Source: an optimization exercise on an open RTL-to-GDS flow (aim: small area, a short achievable clock period and few clock cycles per item). Production flows keep margins and buffers that such runs may drop. RTL that was checked went through simulation tests only; none was proved equivalent to the original. For runs 4 and 5, only the layout was checked, not whether the RTL still works. No activity file was given, so power comes from the tool's default toggle rates.

===== flow/config.mk =====
export PLATFORM = sky130hd
export DESIGN_NAME = ad983x_core
export DESIGN_NICKNAME = ad983x_core
export VERILOG_FILES = /design/flow/design.v
export SDC_FILE = /design/flow/constraint.sdc
export NUM_CORES = 4
export LEC_CHECK = 0
export ABC_CLOCK_PERIOD_IN_PS = 3000
export CAP_MARGIN = 20
export CORE_MARGIN = 2
export CORE_UTILIZATION = 40
export SETUP_SLACK_MARGIN = 5
export SLEW_MARGIN = 20

===== flow/constraint.sdc =====
create_clock -name core_clock -period 10.0 [get_ports {clk}]
set_input_delay 2.0000 -clock core_clock [delete_from_list [all_inputs] [get_ports {clk}]]
set_output_delay 2.0000 -clock core_clock [all_outputs]
set_load 0.01 [all_outputs]

===== flow/design.v =====
module ad983x_core (
    input  wire        clk,
    input  wire        rst,                 
    input  wire        cmd_valid,
    output reg         cmd_ready,
    input  wire [63:0] cmd,
    output reg         res_valid,
    output reg  [3:0]  res_code,
    output reg  [7:0]  res_err,
    output reg         sel_n,
    output reg         rst_line,
    output reg         xfer_req,
    output reg  [15:0] xfer_word,
    input  wire        xfer_ack,
    input  wire        xfer_fail,
    input  wire [7:0]  xfer_code
);
    localparam [3:0] R_OK        = 4'd0,
                     R_BAD_CH    = 4'd1,
                     R_BAD_SHAPE = 4'd2,
                     R_FREQ_OOR  = 4'd3,
                     R_XFER_ERR  = 4'd4,
                     R_ILLEGAL   = 4'd5,
                     R_NOT_INIT  = 4'd6,
                     R_BAD_REF   = 4'd7,
                     R_DESYNC    = 4'd8;
    localparam [3:0] OP_INIT = 4'h1, OP_FREQ = 4'h2, OP_FREQW = 4'h3,
                     OP_PHASE = 4'h4, OP_SIGN = 4'h5, OP_MODE = 4'h6,
                     OP_SLEEP = 4'h7, OP_WAVE = 4'h8, OP_RESET = 4'h9;
    reg        inited;
    reg        desync;
    reg [31:0] ref_hz;
    reg [5:0]  shb;                         
    wire [15:0] shadow = {7'd0, 1'b1, shb[5:1], 1'b0, shb[0], 1'b0};
    reg        fw1;                         
    reg        gap;                         
    reg        rcnt_on;                     
    reg [2:0]  rcnt;
    reg        is_init;
    reg        nw4;                         
    reg [1:0]  widx;
    reg        ch;
    reg [31:0] rem;
    reg [29:0] sq;                          
    reg [4:0]  dcnt;                        
    reg        ovf;                         
    reg        seen0;                       
    reg        dspec;                       
    reg        duse;                        
    wire [3:0]  op   = cmd[63:60];
    wire [7:0]  csel = cmd[59:52];
    wire [3:0]  rsv  = cmd[51:48];
    wire [47:0] data = cmd[47:0];
    wire rsv0   = (rsv == 4'd0);
    wire d0     = (data == 48'd0);
    wire sel0   = (csel == 8'd0);
    wire sel_h6 = (csel[7:2] == 6'd0);
    wire sel_h7 = (csel[7:1] == 7'd0);
    reg well_formed;
    always @(*) begin
        case (op)
            OP_INIT:  well_formed = sel0 && rsv0 && (data[47:32] == 16'd0);
            OP_FREQ:  well_formed = rsv0;
            OP_FREQW: well_formed = rsv0;
            OP_PHASE: well_formed = rsv0 && (data[47:12] == 36'd0);
            OP_SIGN:  well_formed = sel_h6 && rsv0 && d0;
            OP_MODE:  well_formed = sel_h7 && rsv0 && d0;
            OP_SLEEP: well_formed = sel_h6 && rsv0 && d0;
            OP_WAVE:  well_formed = rsv0 && d0;
            OP_RESET: well_formed = sel0 && rsv0 && d0;
            default:  well_formed = 1'b0;
        endcase
    end
    reg        refuse;
    reg [3:0]  rcode;
    always @(*) begin
        refuse = 1'b1;
        rcode  = R_OK;
        if (!well_formed)
            rcode = R_ILLEGAL;
        else if (op == OP_INIT) begin
            if (data[31:0] == 32'd0) rcode = R_BAD_REF;
            else refuse = 1'b0;
        end
        else if (!inited) rcode = R_NOT_INIT;
        else if (desync)  rcode = R_DESYNC;
        else if ((op == OP_FREQ || op == OP_FREQW || op == OP_PHASE) && !sel_h7)
            rcode = R_BAD_CH;
        else if (op == OP_WAVE && (!sel_h6 || csel[1:0] == 2'd3))
            rcode = R_BAD_SHAPE;
        else if (op == OP_FREQ && data[47])
            rcode = R_FREQ_OOR;
        else if (op == OP_FREQW && data[47:28] != 20'd0)
            rcode = R_FREQ_OOR;
        else
            refuse = 1'b0;
    end
    reg [5:0] shb_new;
    always @(*) begin
        shb_new = shb;
        case (op)
            OP_SIGN: case (csel[1:0])
                2'd0: shb_new[3:1] = 3'b000;
                2'd1: shb_new[3:1] = 3'b101;
                2'd2: shb_new[3:1] = 3'b100;
                default: shb_new[3:1] = 3'b111;
            endcase
            OP_MODE:  shb_new[0] = csel[0];
            OP_SLEEP: shb_new[5:4] = csel[1:0];
            default: case (csel[1:0])       
                2'd0: begin shb_new[3:1] = 3'b000; shb_new[0] = 1'b0; end
                2'd1: begin shb_new[3:1] = 3'b000; shb_new[0] = 1'b1; end
                default: begin shb_new[3:1] = 3'b111; shb_new[0] = 1'b0; end
            endcase
        endcase
    end
    wire [15:0] sh_new = {7'd0, 1'b1, shb_new[5:1], 1'b0, shb_new[0], 1'b0};
    wire accept = cmd_valid && cmd_ready;
    wire exec   = accept && !refuse;
    wire        dload   = cmd_valid && !dspec && !duse && (cmd_ready || op == OP_FREQ);
    wire        ddone   = (dcnt == 5'd30);
    wire [32:0] t       = {rem, sq[29]};
    wire [33:0] diff    = {1'b0, t} - {2'b00, ref_hz};
    wire        ge      = !diff[33];
    wire [27:0] fword   = sq[28:1] + {27'd0, sq[0]};
    wire [15:0] ftag    = ch ? 16'h8000 : 16'h4000;
    always @(posedge clk) begin
        if (dload) begin
            rem  <= {2'b00, cmd[46:17]};
            if (op == OP_FREQW) begin
                sq   <= {1'b0, cmd[27:0], 1'b0};
                dcnt <= 5'd30;
            end else begin
                sq   <= {cmd[16:0], 13'd0};
                dcnt <= 5'd0;
            end
            ovf   <= 1'b0;
            seen0 <= 1'b0;
        end else if (!ddone) begin
            rem  <= ge ? diff[31:0] : t[31:0];
            sq   <= {sq[28:0], ge};
            dcnt <= dcnt + 5'd1;
            if (dcnt == 5'd0) ovf <= ge;
            else if (!ge) seen0 <= 1'b1;
        end
    end
    always @(posedge clk) begin
        res_err <= (xfer_req && xfer_ack && xfer_fail) ? xfer_code : 8'd0;
        if (rst) begin
            cmd_ready <= 1'b1;
            res_valid <= 1'b0;
            res_code  <= R_OK;
            sel_n     <= 1'b1;
            rst_line  <= 1'b0;
            xfer_req  <= 1'b0;
            inited    <= 1'b0;
            desync    <= 1'b0;
            fw1       <= 1'b0;
            gap       <= 1'b0;
            rcnt_on   <= 1'b0;
            dspec     <= 1'b0;
            duse      <= 1'b0;
        end else begin
            res_valid <= 1'b0;
            if (dload && !cmd_ready)
                dspec <= 1'b1;
            if (accept) begin
                dspec     <= 1'b0;
                res_valid <= refuse;
                res_code  <= rcode;
                cmd_ready <= refuse;
                widx      <= 2'd0;
                ch        <= csel[0];
                is_init   <= (op == OP_INIT);
                nw4       <= (op == OP_FREQ) || (op == OP_FREQW);
                rcnt      <= 3'd0;
                if (!refuse) begin
                    case (op)
                        OP_INIT: begin
                            ref_hz   <= data[31:0];
                            shb      <= 6'd0;
                            inited   <= 1'b1;
                            desync   <= 1'b0;
                            rst_line <= 1'b1;
                            rcnt_on  <= 1'b1;
                            xfer_word <= 16'h0100;
                        end
                        OP_RESET: begin
                            rst_line <= 1'b1;
                            rcnt_on  <= 1'b1;
                        end
                        OP_FREQ: begin
                            duse      <= 1'b1;
                            fw1       <= 1'b1;
                            xfer_word <= shadow | 16'h2000;
                        end
                        OP_FREQW: begin
                            duse      <= 1'b1;
                            sel_n     <= 1'b0;
                            xfer_req  <= 1'b1;
                            xfer_word <= shadow | 16'h2000;
                        end
                        OP_PHASE: begin
                            sel_n     <= 1'b0;
                            xfer_req  <= 1'b1;
                            xfer_word <= (csel[0] ? 16'hE000 : 16'hC000) | {4'd0, data[11:0]};
                        end
                        default: begin      
                            shb       <= shb_new;
                            sel_n     <= 1'b0;
                            xfer_req  <= 1'b1;
                            xfer_word <= sh_new;
                        end
                    endcase
                end
            end
            if (rcnt_on) begin
                rcnt <= rcnt + 3'd1;
                if (rcnt == 3'd7) begin
                    rcnt_on  <= 1'b0;
                    rst_line <= 1'b0;
                    if (is_init) begin
                        sel_n    <= 1'b0;
                        xfer_req <= 1'b1;
                    end else begin
                        res_valid <= 1'b1;
                        res_code  <= R_OK;
                        cmd_ready <= 1'b1;
                    end
                end
            end
            if (fw1) begin
                if (ovf || (ddone && !seen0)) begin
                    fw1       <= 1'b0;
                    duse      <= 1'b0;
                    res_valid <= 1'b1;
                    res_code  <= R_FREQ_OOR;
                    cmd_ready <= 1'b1;
                end else if (seen0) begin
                    fw1      <= 1'b0;
                    sel_n    <= 1'b0;
                    xfer_req <= 1'b1;
                end
            end
            if (xfer_req && xfer_ack) begin
                sel_n    <= 1'b1;
                xfer_req <= 1'b0;
                if (xfer_fail) begin
                    duse      <= 1'b0;
                    res_valid <= 1'b1;
                    res_code  <= R_XFER_ERR;
                    cmd_ready <= 1'b1;
                    if (is_init) inited <= 1'b0;
                    else         desync <= 1'b1;
                end else if (!nw4 || widx == 2'd3) begin
                    res_valid <= 1'b1;
                    res_code  <= R_OK;
                    cmd_ready <= 1'b1;
                end else begin
                    gap  <= 1'b1;
                    widx <= widx + 2'd1;
                end
            end
            if (gap) begin
                case (widx)
                    2'd1: if (ddone) begin
                        gap       <= 1'b0;
                        sel_n     <= 1'b0;
                        xfer_req  <= 1'b1;
                        xfer_word <= ftag | {2'b00, fword[13:0]};
                    end
                    2'd2: begin
                        gap       <= 1'b0;
                        duse      <= 1'b0;
                        sel_n     <= 1'b0;
                        xfer_req  <= 1'b1;
                        xfer_word <= ftag | {2'b00, fword[27:14]};
                    end
                    default: begin
                        gap       <= 1'b0;
                        sel_n     <= 1'b0;
                        xfer_req  <= 1'b1;
                        xfer_word <= shadow;
                    end
                endcase
            end
        end
    end
endmodule

===== flow/run.sh =====
#!/bin/bash
# synth_recipe.tcl (not shown) runs the flow's synth.tcl, then flattens the netlist and writes it again
# the make line also repeats each setting of config.mk as NAME=value (left out here)
make -C /OpenROAD-flow-scripts/flow DESIGN_CONFIG=/design/flow/config.mk WORK_HOME=/design/flow/orfs CLKGATE_MAP_FILE= SYNTH_SCRIPT=/design/flow/synth_recipe.tcl finish

==> results.yml, run 1 <==
power_and_ir_drop:
  sw_frac_of_total: 0.3649
  power_frac_comb: 0.354
  power_mw: 2.327
  pwr-share-clk: 0.273
  power.switching_uw: 849.2
  sequentialPowerShare: 0.373
  p_leak_nw: 4.534
  ir_worst_vdd_mv: 0.1204
  internal-power_mw: 1.478
  cellPowerDensity_nw_per_um2: 196.8
finish:
  area_growth_pct: 21.31
  n_antenna_cell: 0
  multi_input_area_um2: 5035
  utilization: 0.4906
  layout_commonest_cell: "nand2_1"
  drive_gt1_frac: 0.06349
  ff_latch_area_um2: 4374
  num-nets-final: 1304
  post-route-cell-area_um2: 11830
  mostFrequentLayoutCells: "148 x nand2_1, 127 x edfxtp_1, 122 x nor2_1"
  fillCellCount: 2367
routing:
  vias_per_cell: 5.754
  drtPass1Iterations: 6
  drt_iter0_markers: 777
  drc_errors: 0
  vias: 8752
  ant_nets: 0
  detail_route.wl_per_cell_um: 19.76
  wl_um: 30050
worst_setup_path:
  cp-start-kind: "primary input"
  cpMostUsedCell: "buf_4"
  critical_path_arrival_ns: 5.16
  crit_path_top_delay_cell: "or4_4"
  cp_cell_sequence: "clkdlybuf4s50_1, or4_4, nor2_1, nand4_1, buf_4, o311a_1, a211o_4, nor2_1, buf_4, nand3_2, nor4_4, buf_4, a221o_1"
  crit_path_end_kind: "register"
  critPathKind: "primary input to register"
  max_stage_delay_ns: 0.57
  critPathMaxFanout: 11
  timing.critical_path.required_ns: 10.29
sta:
  finalSetupViolCount: 0
  period_minus_slack_ns: 4.875
  rsz0062_at_grt: "no"
  worst_pin_slew_ns: 0.9695
  drv_slew: 0
  finalSetupTns_ns: 0
  max_slew_margin: 0.3530
  finalHoldViolations: 0
  fmax_mhz: 205.1
  finalClockSkew_ns: 0.01053
  fin_crit_sh: 0.4875
grt:
  grt_pass1_vias: 8123
  antenna_found_initial: 0
  grt_start_max_net_pins: 79
  track_usage: 0.2342
  grt-ovfl-total: 0
  grt_pass1_wl_um: 46620
clock_network:
  cts_tree: "built"
  cts_root_buf: "clkbuf_16"
  clock_path_buffers: 2
  h-tree-depth: 4
  clock_sinks: 155
  holdBufCountCts: 0
  cts.clk_slew.worst_paths_ns: 0.07
  clkLatencyLatePin_ns: 0.43
  cts_buffers: 17
synth:
  synthArstFlopShare: 0
  synth_edf_count: 127
  seq_area_frac_synth: 0.4487
  synthCells: 1093
  synth_area_um2: 9748
  avgSynthCellArea_um2: 8.919
  synth_fp_nets: 1213
  ys_types: 67
  ys_warn_count: 1
  ys_ff_latch: 155
  ys.flop_type: "edfxtp_1"
die:
  dieArea_um2: 25640
  core.rowCount: 57
  fp.coreArea_um2: 24110
  start_util: 0.4044
  die_h_um: 160.1
  die_x_um: 160.1
  io_pins: 110
place:
  dpl.hpwl_um: 21320
  place.gp.congestion: 0.9116
  port_buffers: 109
  placedInstanceArea_um2: 11110
run_status:
  status: "finished clean"
hold_path:
  hold_class: "register to register"
job:
  max_cap_violations: 0
-- flip-flops by register name (all words and copies together) (netlist names), 2 cells and up --
| register | count |
|---|---|
| rcnt | 3 |
| xfer_word | 16 |
| res_code | 4 |
| ref_hz | 32 |
| res_err | 8 |
| sq | 30 |
| widx | 2 |
| dcnt | 5 |
| rem | 32 |
| shb | 6 |
-- metrics by stage --
stage | setup WS (ns) | hold slack, ns | cells
6_report | 5.125 | 0.4763 | 1521
4_1_cts | 5.000 | 0.4778 | 1520
2_1_floorplan | 5.220 | 0.4377 | 1093
5_1_grt | 5.003 | 0.5019 | 1521
3_5_place_dp | 3.810 | 0.4554 | 1482
3_3_place_gp | 3.898 | 0.4597 | 1482
-- synthesized netlist by cell type, types with 5 or more instances --
library cell	number	share of area
a211o_1	5	0.0045
a211oi_1	9	0.0069
a21o_1	12	0.0092
a21oi_1	96	0.049
a221o_1	10	0.010
a22oi_1	11	0.0085
a31oi_1	29	0.019
and2_1	16	0.010
and3_1	14	0.0090
buf_1	5	0.0019
clkbuf_1	41	0.016
dfxtp_1	28	0.058
edfxtp_1	127	0.39
ha_1	42	0.054
inv_1	60	0.023
nand2_1	150	0.058
nand2b_1	14	0.0090
nand3_1	44	0.023
nand4_1	13	0.0083
nor2_1	124	0.048
nor2b_1	11	0.0071
nor3_1	13	0.0067
nor4_1	14	0.0090
o211ai_1	8	0.0062
o21ai_0	43	0.022
o21bai_1	5	0.0039
o22ai_1	9	0.0058
or3_1	5	0.0032
xnor2_1	35	0.031
xor2_1	16	0.014
-- final cells by class --
class / count / share of cell area
clock buffer: 17 / 0.03598
timing repair buffer: 122 / 0.1020
sequential: 155 / 0.3699
inverter: 62 / 0.01968
clock inverter: 15 / 0.01238
tap: 324 / 0.03428
multi-input combinational: 826 / 0.4258
-- worst max-delay path: cells and delay by family --
family / cells / cell delay (ns)
AND/OR/NAND/NOR: 6 / 1.22
buffers and inverters: 4 / 1.06
AO/OA/AOI/OAI: 3 / 0.87
-- power by group through the flow --
stage | logic, mW | registers (mW) | clock network [mW]
after floorplan | 0.606 | 0.858 | 0
after global placement | 0.804 | 0.878 | 0
after detailed placement | 0.807 | 0.879 | 0
after CTS | 0.813 | 0.867 | 0.648
after global routing | 0.923 | 0.879 | 0.673
final | 0.823 | 0.868 | 0.636
-- layer usage --
layer  wire length, um  GRT usage  part of all wire  vias to the layer above
met3              2752    0.05169             0.092                       35
met4               560    0.06716             0.019                        0
met1             13740     0.3450              0.46                     4146
met2             13000     0.3451              0.43                      401
met5                 0          0                 0                        -
li1                  -          -                 -                     4170
-- final timing paths --
path / from / endpoint / slack [ns] / cells after the start
max reg2reg: rem[3] / rem[1] / 6.14 / 11
min: duse / duse / 0.48 / 2
min reg2reg: duse / duse / 0.48 / 2
max: cmd[31] / xfer_word[10] / 5.12 / 13
-- kinds of logic (layout without fill, tap and decap cells) --
logic type,count (synthesis),count (layout),share of synthesized area
and+or+nand+nor,445,446,0.2146
AOI/OAI and AO/OA,281,281,0.1851
DFF,155,155,0.4487
buffers and inverters,113,216,0.04441
xor gates and xnor gates,51,51,0.04582
adders and majority gates,43,43,0.05596
muxes,5,5,0.005391
-- timing repair --
item | CTS | global route
setup endpoints to repair | 118 | 50
gates resized for setup | 16 | 6
buffers inserted | 5 | 1
cloned | 1 | 0
pin swaps | 5 | 1
Testbench counts, summed over its fixed seeds: cycles 68,817, commands 3,208.
==> run 2, diff against run 1 <==
--- a/flow/config.mk
+++ b/flow/config.mk
@@ -5,7 +5,6 @@
 export SDC_FILE = /design/flow/constraint.sdc
 export NUM_CORES = 4
 export LEC_CHECK = 0
-export ABC_CLOCK_PERIOD_IN_PS = 3000
 export CAP_MARGIN = 20
 export CORE_MARGIN = 2
 export CORE_UTILIZATION = 40
==> run 2 against run 1 <==
Utilization stayed put. Wire length did not move. Clock power hardly changed. Cell count is the same. Final area is the same. Still clean on timing, DRC and antenna.
==> results.yml, run 2 <==
synth:
  yosys.area.top_type_share: 0.3912
  synth_top_family_by_area: "simple AND/OR/NAND/NOR gates"
  synth-xor-area-share: 0.04582
  avgSynthCellArea_um2: 8.919
  synth_area_um2: 9748
  yosysMostFrequentCell: "nand2_1"
  synthAdderAreaFrac: 0.05596
  yosys-top-cells-area: "edfxtp_1 39%, nand2_1 5.8%, dfxtp_1 5.8%"
  seq_area_frac_synth: 0.4487
  synthArstFlopShare: 0
  ys_types: 67
  synth_compound_area_frac: 0.1851
  synth_fp_nets: 1213
  ys.flop_type: "edfxtp_1"
  synth_top_area_cell: "edfxtp_1"
  synth_edf_count: 127
  synthTopCellsByCount: "150 x nand2_1, 127 x edfxtp_1, 124 x nor2_1"
  synth-simple-area-share: 0.2146
  ys_ff_latch: 155
  ys_warn_count: 1
  synthCells: 1093
  synthMuxAreaShare: 0.005391
routing:
  drc_errors: 0
  wl_um: 30050
  vias: 8752
  drtPass1Iterations: 6
  detail_route.wl_per_cell_um: 19.76
  drt_iter0_markers: 777
  vias_per_cell: 5.754
  ant_nets: 0
worst_setup_path:
  timing.critical_path.required_ns: 10.29
  cp_cell_sequence: "clkdlybuf4s50_1, or4_4, nor2_1, nand4_1, buf_4, o311a_1, a211o_4, nor2_1, buf_4, nand3_2, nor4_4, buf_4, a221o_1"
  worstRegToRegCells: 11
  cp-start-kind: "primary input"
  crit_path_end_kind: "register"
  reg2reg_setup_slack_ns: 6.14
  critPathKind: "primary input to register"
  crit_path_top_delay_cell: "or4_4"
  critPathMaxFanout: 11
  r2r-end: "rem[1]"
  critical_path_arrival_ns: 5.16
  cpMostUsedCell: "buf_4"
  max_stage_delay_ns: 0.57
  reg2reg_from: "rem[3]"
  critPathLaunch: "cmd[31]"
hold_path:
  hold_class: "register to register"
  min_to: "duse"
  hp-start: "duse"
  hold_depth: 2
grt:
  grt_start_max_net_pins: 79
  antenna_found_initial: 0
  track_usage: 0.2342
  grt_pass1_wl_um: 46620
  grt_pass1_vias: 8123
  grt-ovfl-total: 0
power_and_ir_drop:
  sequentialPowerShare: 0.373
  p_leak_nw: 4.534
  power_mw: 2.327
  cellPowerDensity_nw_per_um2: 196.8
  pwr-share-clk: 0.273
  ir_worst_vdd_mv: 0.1204
  sw_frac_of_total: 0.3649
  internal-power_mw: 1.478
  power.switching_uw: 849.2
  power_frac_comb: 0.354
clock_network:
  clock_sinks: 155
  cts.clk_slew.worst_paths_ns: 0.07
  clkLatencyLatePin_ns: 0.43
  cts_tree: "built"
  h-tree-depth: 4
  cts_buffers: 17
  cts_root_buf: "clkbuf_16"
  clock_path_buffers: 2
finish:
  drive_gt1_frac: 0.06349
  utilization: 0.4906
  num-nets-final: 1304
  mostFrequentLayoutCells: "148 x nand2_1, 127 x edfxtp_1, 122 x nor2_1"
  area_growth_pct: 21.31
  layout_commonest_cell: "nand2_1"
  n_antenna_cell: 0
  largestRegisters: "ref_hz: 32 flops, rem: 32 flops, sq: 30 flops"
die:
  dieArea_um2: 25640
  io_pins: 110
  die_h_um: 160.1
  start_util: 0.4044
  core.rowCount: 57
  fp.coreArea_um2: 24110
  die_x_um: 160.1
place:
  port_buffers: 109
  dpl.hpwl_um: 21320
  place.gp.congestion: 0.9116
job:
  max_cap_violations: 0
sta:
  drv_slew: 0
  fmax_mhz: 205.1
  whs_ns: 0.4763
  max_slew_margin: 0.3530
  finalHoldViolations: 0
  finalSetupViolCount: 0
  finalSetupTns_ns: 0
  rsz0062_at_grt: "no"
  worst_pin_slew_ns: 0.9695
  finalClockSkew_ns: 0.01053
  fin_crit_sh: 0.4875
  period_minus_slack_ns: 4.875
run_status:
  status: "finished clean"
run 2: kinds of logic after synthesis:
family / after synthesis
and+or+nand+nor: 445
buffers and inverters: 113
xor gates and xnor gates: 51
adders and majority gates: 43
DFF: 155
AOI/OAI and AO/OA: 281
muxes: 5
run 2: how the worst max path moves through the flow:
stage / endpoint / cells after the start
floorplan: ref_hz[0] / 9
global placement: ref_hz[17] / 11
detailed placement: ref_hz[31] / 11
CTS: xfer_word[10] / 12
global route: xfer_word[10] / 10
finish: xfer_word[10] / 13
run 2: critical path, delay by kind of cell:
kind	cells	cell delay [ns]
and+or+nand+nor	6	1.22
buffers and inverters	4	1.06
AOI/OAI and AO/OA	3	0.87
run 2: layout make-up:
class	count	area, um2
clock buffers	17	425.4
clock inverters	15	146.4
fillers	2367	12280
inverters	62	232.7
multi-input cells	826	5035
flip-flops and latches	155	4374
well taps	324	405.4
repair buffers	122	1206
run 2: metrics by stage:
stage	worst slack (ns)	instance area [um2]	std cells
after floorplan	5.220	9758	1093
after global placement	3.898	11110	1482
after detailed placement	3.810	11110	1482
after CTS	5.000	11790	1520
after global routing	5.003	11830	1521
final	5.125	11830	1521
run 2: per-layer routing:
| layer | share of wire | up-vias | global-route usage |
|---|---|---|---|
| met1 | 0.46 | 4146 | 0.3450 |
| met5 | 0 | - | 0 |
| li1 | - | 4170 | - |
| met4 | 0.019 | 0 | 0.06716 |
| met2 | 0.43 | 401 | 0.3451 |
| met3 | 0.092 | 35 | 0.05169 |
run 2: power groups by stage:
stage	Clock (mW)	Sequential [mW]	Combinational, mW
5_1_grt	0.673	0.879	0.923
4_1_cts	0.648	0.867	0.813
3_3_place_gp	0	0.878	0.804
3_5_place_dp	0	0.879	0.807
6_report	0.636	0.868	0.823
2_1_floorplan	0	0.858	0.606
run 2: repair_timing:
item / CTS / global route
pin swaps: 5 / 1
gates resized for setup: 16 / 6
setup buffers: 5 / 1
hold buffers: 0 / 0
gates cloned: 1 / 0
setup endpoints to repair: 118 / 50
==> run 3, diff against run 2 <==
--- a/flow/config.mk
+++ b/flow/config.mk
@@ -8,5 +8,4 @@
 export CAP_MARGIN = 20
 export CORE_MARGIN = 2
 export CORE_UTILIZATION = 40
-export SETUP_SLACK_MARGIN = 5
 export SLEW_MARGIN = 20
==> run 3 against run 2 <==
Synthesized cell count unchanged. Utilization down 0.52 points. Fmax is 21% lower. Clock skew is 0.0072 ns higher. Via count decreased by 0.41%. Flip-flop and latch count unchanged. Setup slack worse by 1.3 ns. Synthesized area is the same. First-iteration DRC count up 5.5%. Cell count is 0.46% lower. Worst hold slack is essentially flat. Critical path type unchanged. Largest power group unchanged. Highest routed layer unchanged.
==> results.yml, run 3 <==
clock_network:
  clock_sinks: 155
  h-tree-depth: 4
  cts_tree: "built"
  cts.clk_slew.worst_paths_ns: 0.07
  cts_resized: 0
  cts_root_buf: "clkbuf_16"
  holdBufCountCts: 0
  post-cts-setup-buffer-count: 0
  clkLatencyLatePin_ns: 0.43
  cts_buffers: 17
  clock_path_buffers: 2
finish:
  fillCellCount: 2343
  layout_commonest_cell: "nand2_1"
  area_growth_pct: 20.01
  n_antenna_cell: 0
  drive_gt1_frac: 0.04958
  multi_input_area_um2: 4954
  num-nets-final: 1297
  largestRegisters: "ref_hz: 32 flops, rem: 32 flops, sq: 30 flops"
  post-route-cell-area_um2: 11700
  ff_latch_area_um2: 4374
  mostFrequentLayoutCells: "149 x nand2_1, 127 x edfxtp_1, 122 x nor2_1"
sta:
  period_minus_slack_ns: 6.159
  whs_ns: 0.4758
  finalSetupViolCount: 0
  finalHoldViolations: 0
  rsz0062_at_grt: "no"
  fmax_mhz: 162.4
  fin_ws_ns: 3.841
  drv_slew: 0
  finalClockSkew_ns: 0.01769
  finalSetupTns_ns: 0
  fin_crit_sh: 0.6159
  max_slew_margin: 0.3327
  worst_pin_slew_ns: 0.9999
grt:
  grt_pass1_vias: 8239
  grt_start_max_net_pins: 79
  grt_pass1_wl_um: 46600
  track_usage: 0.2336
  antenna_found_initial: 0
  grt-ovfl-total: 0
routing:
  vias_per_cell: 5.757
  detail_route.wl_per_cell_um: 19.84
  drc_errors: 0
  drtPass1Iterations: 6
  ant_nets: 0
  vias: 8716
  wl_um: 30050
  drt_iter0_markers: 820
synth:
  yosysMostFrequentCell: "nand2_1"
  synth_compound_area_frac: 0.1851
  synth_fp_nets: 1213
  ys.flop_type: "edfxtp_1"
  synthArstFlopShare: 0
  synthCells: 1093
  ys_types: 67
  synthTopCellsByCount: "150 x nand2_1, 127 x edfxtp_1, 124 x nor2_1"
  synthAdderAreaFrac: 0.05596
  yosys.area.top_type_share: 0.3912
  synth_area_um2: 9748
  avgSynthCellArea_um2: 8.919
  ys_warn_count: 1
  synth-xor-area-share: 0.04582
  synth_top_family_by_area: "simple AND/OR/NAND/NOR gates"
  synth-simple-area-share: 0.2146
  synthMuxAreaShare: 0.005391
  synth_edf_count: 127
  yosys-top-cells-area: "edfxtp_1 39%, nand2_1 5.8%, dfxtp_1 5.8%"
  seq_area_frac_synth: 0.4487
  synth_top_area_cell: "edfxtp_1"
  ys_ff_latch: 155
power_and_ir_drop:
  p_leak_nw: 4.483
  cellPowerDensity_nw_per_um2: 200.7
  power_mw: 2.348
  ir_worst_vdd_mv: 0.1047
die:
  start_util: 0.4044
  fp.coreArea_um2: 24110
  dieArea_um2: 25640
  core.rowCount: 57
  die_h_um: 160.1
  die_x_um: 160.1
  io_pins: 110
place:
  placedInstanceArea_um2: 11110
  pre_cts_ws_ns: 3.508
  dpl.hpwl_um: 21300
  place.gp.congestion: 0.9087
  port_buffers: 109
hold_path:
  hold_class: "register to register"
worst_setup_path:
  critPathMaxFanout: 21
  crit_path_end_kind: "register"
  timing.critical_path.required_ns: 10.05
  cp-start-kind: "primary input"
  critPathKind: "primary input to register"
  critical_path_arrival_ns: 6.21
run_status:
  status: "finished clean"
job:
  max_cap_violations: 0
-- run 3: cell counts after synthesis --
Identical to the previous run, type by type.
-- run 3: layer usage --
| metal | track usage | wire, um | up-vias |
|---|---|---|---|
| met5 | 0 | 0 | - |
| met4 | 0.05979 | 450 | 0 |
| met3 | 0.04545 | 2004 | 38 |
| met2 | 0.3556 | 13280 | 333 |
| met1 | 0.3414 | 14310 | 4196 |
| li1 | - | - | 4149 |
-- run 3: final timing paths --
check                    from          end  slack, ns  cells after the start
setup / recovery      cmd[60]       shb[0]       3.84                      9
setup reg to reg       rem[3]       rem[1]       6.08                     11
hold / removal    res_code[3]  res_code[3]       0.48                      2
hold reg to reg   res_code[3]  res_code[3]       0.48                      2
-- run 3: power by group --
group          internal [mW]  switching (mW)  total, mW
Clock                  0.370           0.288      0.658
Sequential             0.804          0.0654      0.870
Combinational          0.341           0.480      0.821
Total                   1.52           0.833       2.35
-- run 3: logic make-up after synthesis --
logic type / after synthesis
adder cells (fa/ha/maj): 43
XOR/XNOR: 51
buffers and inverters: 113
AO/OA/AOI/OAI: 281
multiplexers: 5
flip-flops: 155
AND/OR/NAND/NOR: 445
-- run 3: metrics by stage --
| step | utilization | cells |
|---|---|---|
| detailed placement | 0.4609 | 1482 |
| CTS | 0.4853 | 1514 |
| floorplan | - | 1093 |
| global route | 0.4853 | 1514 |
| finish | 0.4853 | 1514 |
| global placement | 0.4609 | 1482 |
-- run 3: final cells by class --
| type | count | share of cell area |
|---|---|---|
| Sequential cell | 155 | 0.3739 |
| Clock buffer | 19 | 0.03968 |
| Tap cell | 324 | 0.03465 |
| Timing Repair Buffer | 116 | 0.09775 |
| Inverter | 62 | 0.01989 |
| Multi-Input combinational cell | 825 | 0.4234 |
| Clock inverter | 13 | 0.01070 |
-- run 3: critical path: stages --
cell             delay, ns
clkdlybuf4s50_1       1.01
nor3b_2               0.53
a22o_1                0.22
a311oi_1              0.09
o311a_1               0.40
a211o_1               0.36
nor2_1                0.69
nand2_1               0.21
nor3_1                0.68
==> run 4, diff against run 3 <==
--- a/flow/design.v
+++ b/flow/design.v
@@ -2,7 +2,7 @@
     input  wire        clk,
     input  wire        rst,                 
     input  wire        cmd_valid,
-    output reg         cmd_ready,
+    output reg         cmd_ready,           
     input  wire [63:0] cmd,
     output reg         res_valid,
     output reg  [3:0]  res_code,
@@ -47,10 +47,13 @@
     reg        seen0;                       
     reg        dspec;                       
     reg        duse;                        
-    wire [3:0]  op   = cmd[63:60];
-    wire [7:0]  csel = cmd[59:52];
-    wire [3:0]  rsv  = cmd[51:48];
-    wire [47:0] data = cmd[47:0];
+    reg [63:0] cmd_r;
+    reg        pv;                          
+    reg        idle;                        
+    wire [3:0]  op   = cmd_r[63:60];
+    wire [7:0]  csel = cmd_r[59:52];
+    wire [3:0]  rsv  = cmd_r[51:48];
+    wire [47:0] data = cmd_r[47:0];
     wire rsv0   = (rsv == 4'd0);
     wire d0     = (data == 48'd0);
     wire sel0   = (csel == 8'd0);
@@ -117,7 +120,7 @@
     wire [15:0] sh_new = {7'd0, 1'b1, shb_new[5:1], 1'b0, shb_new[0], 1'b0};
     wire accept = cmd_valid && cmd_ready;
     wire exec   = accept && !refuse;
-    wire        dload   = cmd_valid && !dspec && !duse && (cmd_ready || op == OP_FREQ);
+    wire        dload   = pv && !dspec && !duse && (cmd_ready || op == OP_FREQ);
     wire        ddone   = (dcnt == 5'd30);
     wire [32:0] t       = {rem, sq[29]};
     wire [33:0] diff    = {1'b0, t} - {2'b00, ref_hz};
@@ -126,12 +129,12 @@
     wire [15:0] ftag    = ch ? 16'h8000 : 16'h4000;
     always @(posedge clk) begin
         if (dload) begin
-            rem  <= {2'b00, cmd[46:17]};
+            rem  <= {2'b00, data[46:17]};
             if (op == OP_FREQW) begin
-                sq   <= {1'b0, cmd[27:0], 1'b0};
+                sq   <= {1'b0, data[27:0], 1'b0};
                 dcnt <= 5'd30;
             end else begin
-                sq   <= {cmd[16:0], 13'd0};
+                sq   <= {data[16:0], 13'd0};
                 dcnt <= 5'd0;
             end
             ovf   <= 1'b0;
@@ -145,9 +148,30 @@
         end
     end
     always @(posedge clk) begin
+        cmd_r <= cmd;
+    end
+    reg idle_nx;
+    always @(*) begin
+        idle_nx = idle;
+        if (accept) idle_nx = refuse;
+        if (rcnt_on && rcnt == 3'd7 && !is_init) idle_nx = 1'b1;
+        if (fw1 && (ovf || (ddone && !seen0))) idle_nx = 1'b1;
+        if (xfer_req && xfer_ack && (xfer_fail || !nw4 || widx == 2'd3)) idle_nx = 1'b1;
+    end
+    always @(posedge clk) begin
+        if (rst) begin
+            pv        <= 1'b0;
+            cmd_ready <= 1'b0;
+            idle      <= 1'b1;
+        end else begin
+            pv        <= cmd_valid && !accept;
+            cmd_ready <= idle_nx && cmd_valid && !accept;
+            idle      <= idle_nx;
+        end
+    end
+    always @(posedge clk) begin
         res_err <= (xfer_req && xfer_ack && xfer_fail) ? xfer_code : 8'd0;
         if (rst) begin
-            cmd_ready <= 1'b1;
             res_valid <= 1'b0;
             res_code  <= R_OK;
             sel_n     <= 1'b1;
@@ -168,7 +192,6 @@
                 dspec     <= 1'b0;
                 res_valid <= refuse;
                 res_code  <= rcode;
-                cmd_ready <= refuse;
                 widx      <= 2'd0;
                 ch        <= csel[0];
                 is_init   <= (op == OP_INIT);
@@ -225,7 +248,6 @@
                     end else begin
                         res_valid <= 1'b1;
                         res_code  <= R_OK;
-                        cmd_ready <= 1'b1;
                     end
                 end
             end
@@ -235,7 +257,6 @@
                     duse      <= 1'b0;
                     res_valid <= 1'b1;
                     res_code  <= R_FREQ_OOR;
-                    cmd_ready <= 1'b1;
                 end else if (seen0) begin
                     fw1      <= 1'b0;
                     sel_n    <= 1'b0;
@@ -249,13 +270,11 @@
                     duse      <= 1'b0;
                     res_valid <= 1'b1;
                     res_code  <= R_XFER_ERR;
-                    cmd_ready <= 1'b1;
                     if (is_init) inited <= 1'b0;
                     else         desync <= 1'b1;
                 end else if (!nw4 || widx == 2'd3) begin
                     res_valid <= 1'b1;
                     res_code  <= R_OK;
-                    cmd_ready <= 1'b1;
                 end else begin
                     gap  <= 1'b1;
                     widx <= widx + 2'd1;
--- a/flow/config.mk
+++ b/flow/config.mk
@@ -8,4 +8,5 @@
 export CAP_MARGIN = 20
 export CORE_MARGIN = 2
 export CORE_UTILIZATION = 40
+export SETUP_SLACK_MARGIN = 5
 export SLEW_MARGIN = 20
==> run 4 against run 3 <==
Cell count up 7.7%. Clock-buffer cell count up 15. Flip-flop and latch count up 66. Sequential share of layout area up 4.7 points. Utilization up 0.30 points. Combinational power up 41%. Worst hold slack worse by 0.011 ns. Register-to-register slack better by 0.12 ns. Setup slack better by 2.0 ns. Clock skew up 0.014 ns. Largest cell class is now registers. Largest power group unchanged.
==> results.yml, run 4 <==
finish:
  drive_gt1_frac: 0.05507
  num-nets-final: 1354
  final_cells: 1631
  area_growth_pct: 20.52
  mostFrequentLayoutCells: "127 x edfxtp_1, 119 x nand2_1, 109 x nor2_1, 109 x clkdlybuf4s50_1, 94 x dfxtp_1"
  n_antenna_cell: 0
  layout_commonest_cell: "edfxtp_1"
  largest_reg_flops: 64
  top_register: "cmd_r"
  largestRegisters: "cmd_r: 64 flops, ref_hz: 32 flops, rem: 32 flops"
sta:
  finalSetupViolCount: 0
  fin_crit_sh: 0.4125
  finalSetupTns_ns: 0
  max_slew_margin: 0.3514
  finalHoldViolations: 0
  finalClockSkew_ns: 0.03136
  period_minus_slack_ns: 4.125
  fmax_mhz: 242.4
  worst_pin_slew_ns: 0.9730
  drv_slew: 0
  fin_ws_ns: 5.875
  rsz0062_at_grt: "no"
synth:
  yosys.area.top_type_share: 0.3398
  avgSynthCellArea_um2: 9.820
  synth_fp_nets: 1263
  ys_types: 73
  yosys-top-cells-area: "edfxtp_1 34%, dfxtp_1 17%, ha_1 4.7%"
  synthArstFlopShare: 0
  yosysMostFrequentCell: "edfxtp_1"
  synthTopCellsByCount: "127 x edfxtp_1, 120 x nand2_1, 109 x nor2_1"
  synth_top_area_cell: "edfxtp_1"
  synth_edf_count: 127
  ys_warn_count: 1
  ys_ff_latch: 221
  seq_area_frac_synth: 0.5074
  synthCells: 1143
  synth_area_um2: 11220
  ys.flop_type: "edfxtp_1"
grt:
  grt_start_max_net_pins: 75
  grt_pass1_wl_um: 47230
  antenna_found_initial: 0
  grt_pass1_vias: 8447
  grt-ovfl-total: 0
  track_usage: 0.2050
worst_setup_path:
  critPathMaxFanout: 32
  cp-start-kind: "primary input"
  crit_buf_inv: 3
  max_stage_delay_ns: 0.82
  timing.critical_path.required_ns: 10.17
  crit_path_top_delay_cell: "inv_1"
  crit_family: "buffers and inverters"
  cp_cell_sequence: "clkdlybuf4s50_1, inv_1, and3_1, buf_4"
  critPathKind: "primary input to register"
  critical_path_arrival_ns: 4.29
  crit_path_end_kind: "register"
routing:
  ant_nets: 0
  wl_um: 30220
  drc_errors: 0
  vias: 8928
  vias_per_cell: 5.474
  drt_iter0_markers: 773
  drtPass1Iterations: 5
  detail_route.wl_per_cell_um: 18.53
place:
  placed_cells: 1584
  dpl.hpwl_um: 20920
  place.gp.congestion: 0.8428
  pre_cts_ws_ns: 5.352
  port_buffers: 109
clock_network:
  clkLatencyLatePin_ns: 0.55
  cts_root_buf: "clkbuf_16"
  cts.clk_slew.worst_paths_ns: 0.06
  cts_buffers: 26
  h-tree-depth: 1
  clock_sinks: 221
  holdBufCountCts: 0
  cts_resized: 0
  cts_tree: "built"
  post-cts-setup-buffer-count: 0
  clock_path_buffers: 3
job:
  max_cap_violations: 0
die:
  dieArea_um2: 29420
  fp.coreArea_um2: 27710
  die_h_um: 171.5
  io_pins: 110
  die_x_um: 171.5
  start_util: 0.4051
  core.rowCount: 61
run_status:
  status: "finished clean"
power_and_ir_drop:
  power_mw: 3.545
  p_leak_nw: 5.222
  ir_worst_vdd_mv: 0.1381
  cellPowerDensity_nw_per_um2: 262.1
hold_path:
  hold_class: "register to register"
-- run 4: path summary, 6_finish.rpt --
check | start | to | slack [ns] | cells past startpoint
worst max-delay path | rst | ref_hz[29] | 5.88 | 4
worst max register to register | cmd_r[60] | ref_hz[29] | 6.20 | 8
worst min-delay path | sel_n | sel_n | 0.46 | 1
worst min register to register | sel_n | sel_n | 0.46 | 1
-- run 4: metal layers --
layer / GRT usage / wire length, um / vias up
li1: - / - / 4362
met1: 0.2921 / 14300 / 4261
met2: 0.3222 / 13530 / 248
met3: 0.03359 / 1618 / 57
met4: 0.05785 / 764 / 0
met5: 0 / 0 / -
-- run 4: worst register-to-register path, stage by stage (launching register included) --
cell and delay [ns]:
dfxtp_1 0.85, nor3b_2 0.53, or4b_1 0.46, o21ai_0 0.19, a22oi_2 0.14, nor3_4 0.34
buf_4 0.31, and3_1 0.20, buf_4 0.40
-- run 4: per-stage QoR --
stage / util / hold WS [ns] / cell area (um2)
2_1_floorplan: - / 0.4312 / 11220
3_3_place_gp: 0.4554 / 0.4514 / 12620
3_5_place_dp: 0.4554 / 0.4548 / 12620
4_1_cts: 0.4882 / 0.4676 / 13530
5_1_grt: 0.4883 / 0.4871 / 13530
6_report: 0.4883 / 0.4649 / 13530
-- run 4: cell families after synthesis --
logic type,count (synthesis),share of synthesized area
AO/OA/AOI/OAI,293,0.1714
XOR/XNOR,52,0.04057
adder cells (fa/ha/maj),43,0.04860
buffers and inverters,109,0.03924
flip-flops,221,0.5074
multiplexers,22,0.01962
AND/OR/NAND/NOR,403,0.1731
-- run 4: power breakdown --
| part | leakage, nW | internal (mW) | total, mW | switching (mW) |
|---|---|---|---|---|
| Sequential | 2.05 | 1.22 | 1.39 | 0.168 |
| Combinational | 2.72 | 0.537 | 1.16 | 0.619 |
| Clock | 0.451 | 0.620 | 1.00 | 0.385 |
| Total | 5.22 | 2.37 | 3.55 | 1.17 |
-- run 4: layout make-up --
cell class	count	area, um2
well taps	378	473.0
repair buffers	117	1151
clock buffers	34	733.2
inverters	55	206.4
multi-input cells	813	5092
clock inverters	13	176.4
flip-flops and latches	221	5695
fillers	2592	14180
==> run 5, diff against run 4 <==
==> flow/flow/run.sh (new file) <==
#!/bin/bash
# Standard layout, with timing repair aiming further below the clock period.
set -euo pipefail
export SETUP_SLACK_MARGIN=6.5
bash standard.sh > standard_flow.log 2>&1
==> flow/standard.sh (new file) <==
#!/bin/bash
# synth_recipe.tcl (not shown) runs the flow's synth.tcl, then flattens the netlist and writes it again
# the make line also repeats each setting of config.mk as NAME=value (left out here)
make -C /OpenROAD-flow-scripts/flow DESIGN_CONFIG=/design/flow/config.mk WORK_HOME=/design/flow/orfs CLKGATE_MAP_FILE= SYNTH_SCRIPT=/design/flow/synth_recipe.tcl "${@:-finish}"
--- a/flow/config.mk
+++ b/flow/config.mk
@@ -8,5 +8,4 @@
 export CAP_MARGIN = 20
 export CORE_MARGIN = 2
 export CORE_UTILIZATION = 40
-export SETUP_SLACK_MARGIN = 5
 export SLEW_MARGIN = 20
removed: flow/run.sh
==> run 5 against run 4 <==
Non-clock buffer count grew 6. Utilization up 0.79 points. Setup slack improved by 0.62 ns. Final area up 1.6%. Still clean. Combinational power grew 8%. Sequential power about the same.
==> results.yml, run 5 <==
worst_setup_path:
  critPathKind: "primary input to register"
  timing.critical_path.required_ns: 10.30
  reg2reg_setup_slack_ns: 6.68
  max_stage_delay_ns: 0.51
  crit_path_end_kind: "register"
  r2r-end: "rem[17]"
  reg2reg_from: "rem[19]"
  cp-start-kind: "primary input"
  crit_path_top_delay_cell: "clkdlybuf4s50_1"
  critical_path_arrival_ns: 3.81
  critPathMaxFanout: 15
  worstRegToRegCells: 11
  cp_cell_sequence: "clkdlybuf4s50_1, nand2_2, nor3_4, buf_6, nand2_4, a222oi_1, a211oi_1"
synth:
  synthTopCellsByCount: "127 x edfxtp_1, 120 x nand2_1, 109 x nor2_1"
  synthArstFlopShare: 0
  yosys-top-cells-area: "edfxtp_1 34%, dfxtp_1 17%, ha_1 4.7%"
  yosys.area.top_type_share: 0.3398
  synth_area_um2: 11220
  ys_types: 73
  seq_area_frac_synth: 0.5074
  synth_top_area_cell: "edfxtp_1"
  avgSynthCellArea_um2: 9.820
  yosysMostFrequentCell: "edfxtp_1"
  ys.flop_type: "edfxtp_1"
  synthCells: 1143
  synth_fp_nets: 1263
  synth_edf_count: 127
  ys_warn_count: 1
  ys_ff_latch: 221
sta:
  worst_pin_slew_ns: 0.9621
  finalSetupViolCount: 0
  drv_slew: 0
  period_minus_slack_ns: 3.508
  finalClockSkew_ns: 0.02145
  whs_ns: 0.4693
  fin_ws_ns: 6.492
  finalSetupTns_ns: 0
  max_slew_margin: 0.3586
  finalHoldViolations: 0
  fin_crit_sh: 0.3508
  fmax_mhz: 285.1
  rsz0062_at_grt: "yes"
grt:
  grt-ovfl-total: 0
  grt_pass1_vias: 8748
  grt_pass1_wl_um: 48260
  track_usage: 0.2114
  grt_start_max_net_pins: 75
  antenna_found_initial: 0
finish:
  mostFrequentLayoutCells: "127 x edfxtp_1, 118 x nand2_1, 108 x nor2_1"
  multi_input_area_um2: 5144
  largest_reg_flops: 64
  num-nets-final: 1363
  n_antenna_cell: 0
  drive_gt1_frac: 0.07595
  top_register: "cmd_r"
  fillCellCount: 2579
  utilization: 0.4962
  area_growth_pct: 22.48
  post-route-cell-area_um2: 13750
  layout_commonest_cell: "edfxtp_1"
  final_cells: 1642
  largestRegisters: "cmd_r: 64 flops, ref_hz: 32 flops, rem: 32 flops"
  ff_latch_area_um2: 5699
die:
  fp.coreArea_um2: 27710
  io_pins: 110
  die_h_um: 171.5
  dieArea_um2: 29420
  start_util: 0.4051
  die_x_um: 171.5
  core.rowCount: 61
routing:
  detail_route.wl_per_cell_um: 19.34
  wl_um: 31760
  vias: 9110
  drt_iter0_markers: 713
  ant_nets: 0
  vias_per_cell: 5.548
  drc_errors: 0
  drtPass1Iterations: 7
clock_network:
  cts_tree: "built"
  clock_sinks: 221
  cts_buffers: 27
  holdBufCountCts: 0
  cts.clk_slew.worst_paths_ns: 0.06
  cts_root_buf: "clkbuf_16"
  clock_path_buffers: 3
  h-tree-depth: 1
  clkLatencyLatePin_ns: 0.56
place:
  port_buffers: 109
  place.gp.congestion: 0.8661
  placedInstanceArea_um2: 12610
  placed_cells: 1582
  pre_cts_ws_ns: 5.319
  dpl.hpwl_um: 21090
hold_path:
  hold_class: "register to register"
  min_to: "sel_n"
  hp-start: "sel_n"
  hold_depth: 1
power_and_ir_drop:
  cellPowerDensity_nw_per_um2: 264.5
  power_mw: 3.636
  ir_worst_vdd_mv: 0.1588
  p_leak_nw: 5.399
job:
  max_cap_violations: 0
run_status:
  status: "finished clean"
==> run 5: cell counts after synthesis <==
Identical to the previous run, type by type.
==> run 5: layout make-up <==
type	instances	area share
Inverter	55	0.01529
Clock inverter	13	0.009192
Timing Repair inverter	1	0.0003640
Clock buffer	37	0.05943
Multi-Input combinational cell	814	0.3741
Tap cell	378	0.03440
Timing Repair Buffer	123	0.09265
Sequential cell	221	0.4145
==> run 5: logic make-up after synthesis <==
group	share of synthesized area
xor gates and xnor gates	0.04057
and+or+nand+nor	0.1731
adders and majority gates	0.04860
buffers and inverters	0.03924
AOI/OAI and AO/OA	0.1714
muxes	0.01962
DFF	0.5074
==> run 5: where the power goes <==
part | total [mW] | switching (mW) | internal [mW]
Clock | 1.01 | 0.402 | 0.605
Combinational | 1.25 | 0.666 | 0.580
Sequential | 1.38 | 0.167 | 1.22
==> run 5: how the worst max path moves through the flow <==
stage,start,end,slack [ns],cells past startpoint
after floorplan,cmd_valid,ref_hz[0],6.51,4
after CTS,rst,ref_hz[20],6.50,4
after global placement,rst,ref_hz[7],5.39,3
final,cmd_valid,xfer_word[6],6.49,7
after detailed placement,rst,ref_hz[20],5.32,3
after global routing,cmd_valid,xfer_word[6],6.45,7
==> run 5: critical path, delay by kind of cell <==
kind	cells	cell delay, ns
buffers and inverters	2	0.74
AND/OR/NAND/NOR	3	0.61
AO/OA/AOI/OAI	2	0.45
==> run 5: metal layers <==
layer	up-vias	track usage	part of all wire
li1	4398	-	-
met1	4330	0.2970	0.45
met2	327	0.3403	0.46
met3	55	0.03451	0.068
met4	0	0.05306	0.024
met5	-	0	0
==> run 5: repair_timing <==
action | 4_1_cts | 5_1_grt
endpoints found under the setup margin | 89 | 98
setup buffers | 5 | 1
resized for setup | 20 | 20
gates cloned | 2 | 2
pin swaps | 1 | 1

[port drivers added, routing unchanged]
No port has a modelled driver above. Below, the same layouts with a new extraction and two added sets of constraints. Step 1, drivers: a clkbuf_16 drives clk and a buf_2 each remaining input, both assumed. Step 2 times the ports against the registers' clock, not the clock port: input delays grow and output delays shrink by t, the midpoint of the rising clock arrivals with the driver on. a / b / c = ideal ports / drivers / drivers and shift; a / b = the first two.
run | t, ns | slack for setup (ns) | clock arrival spread, ns | cell pins on the clock port's net
run 1 | 0.468 | 5.125 / 5.139 / 4.672 | 0.011 / 0.011 | 1
run 2 | 0.468 | 5.125 / 5.139 / 4.672 | 0.011 / 0.011 | 1
run 3 | 0.471 | 3.841 / 3.866 / 3.395 | 0.017 / 0.018 | 1
run 4 | 0.581 | 5.875 / 5.903 / 5.322 | 0.032 / 0.031 | 1
run 5 | 0.595 | 6.492 / 6.513 / 5.918 | 0.022 / 0.022 | 1
After both steps setup and hold are still met in every run listed. The setup slack of run 5, which loses most, moves by +0.021 ns with the drivers and by -0.574 ns with both steps.
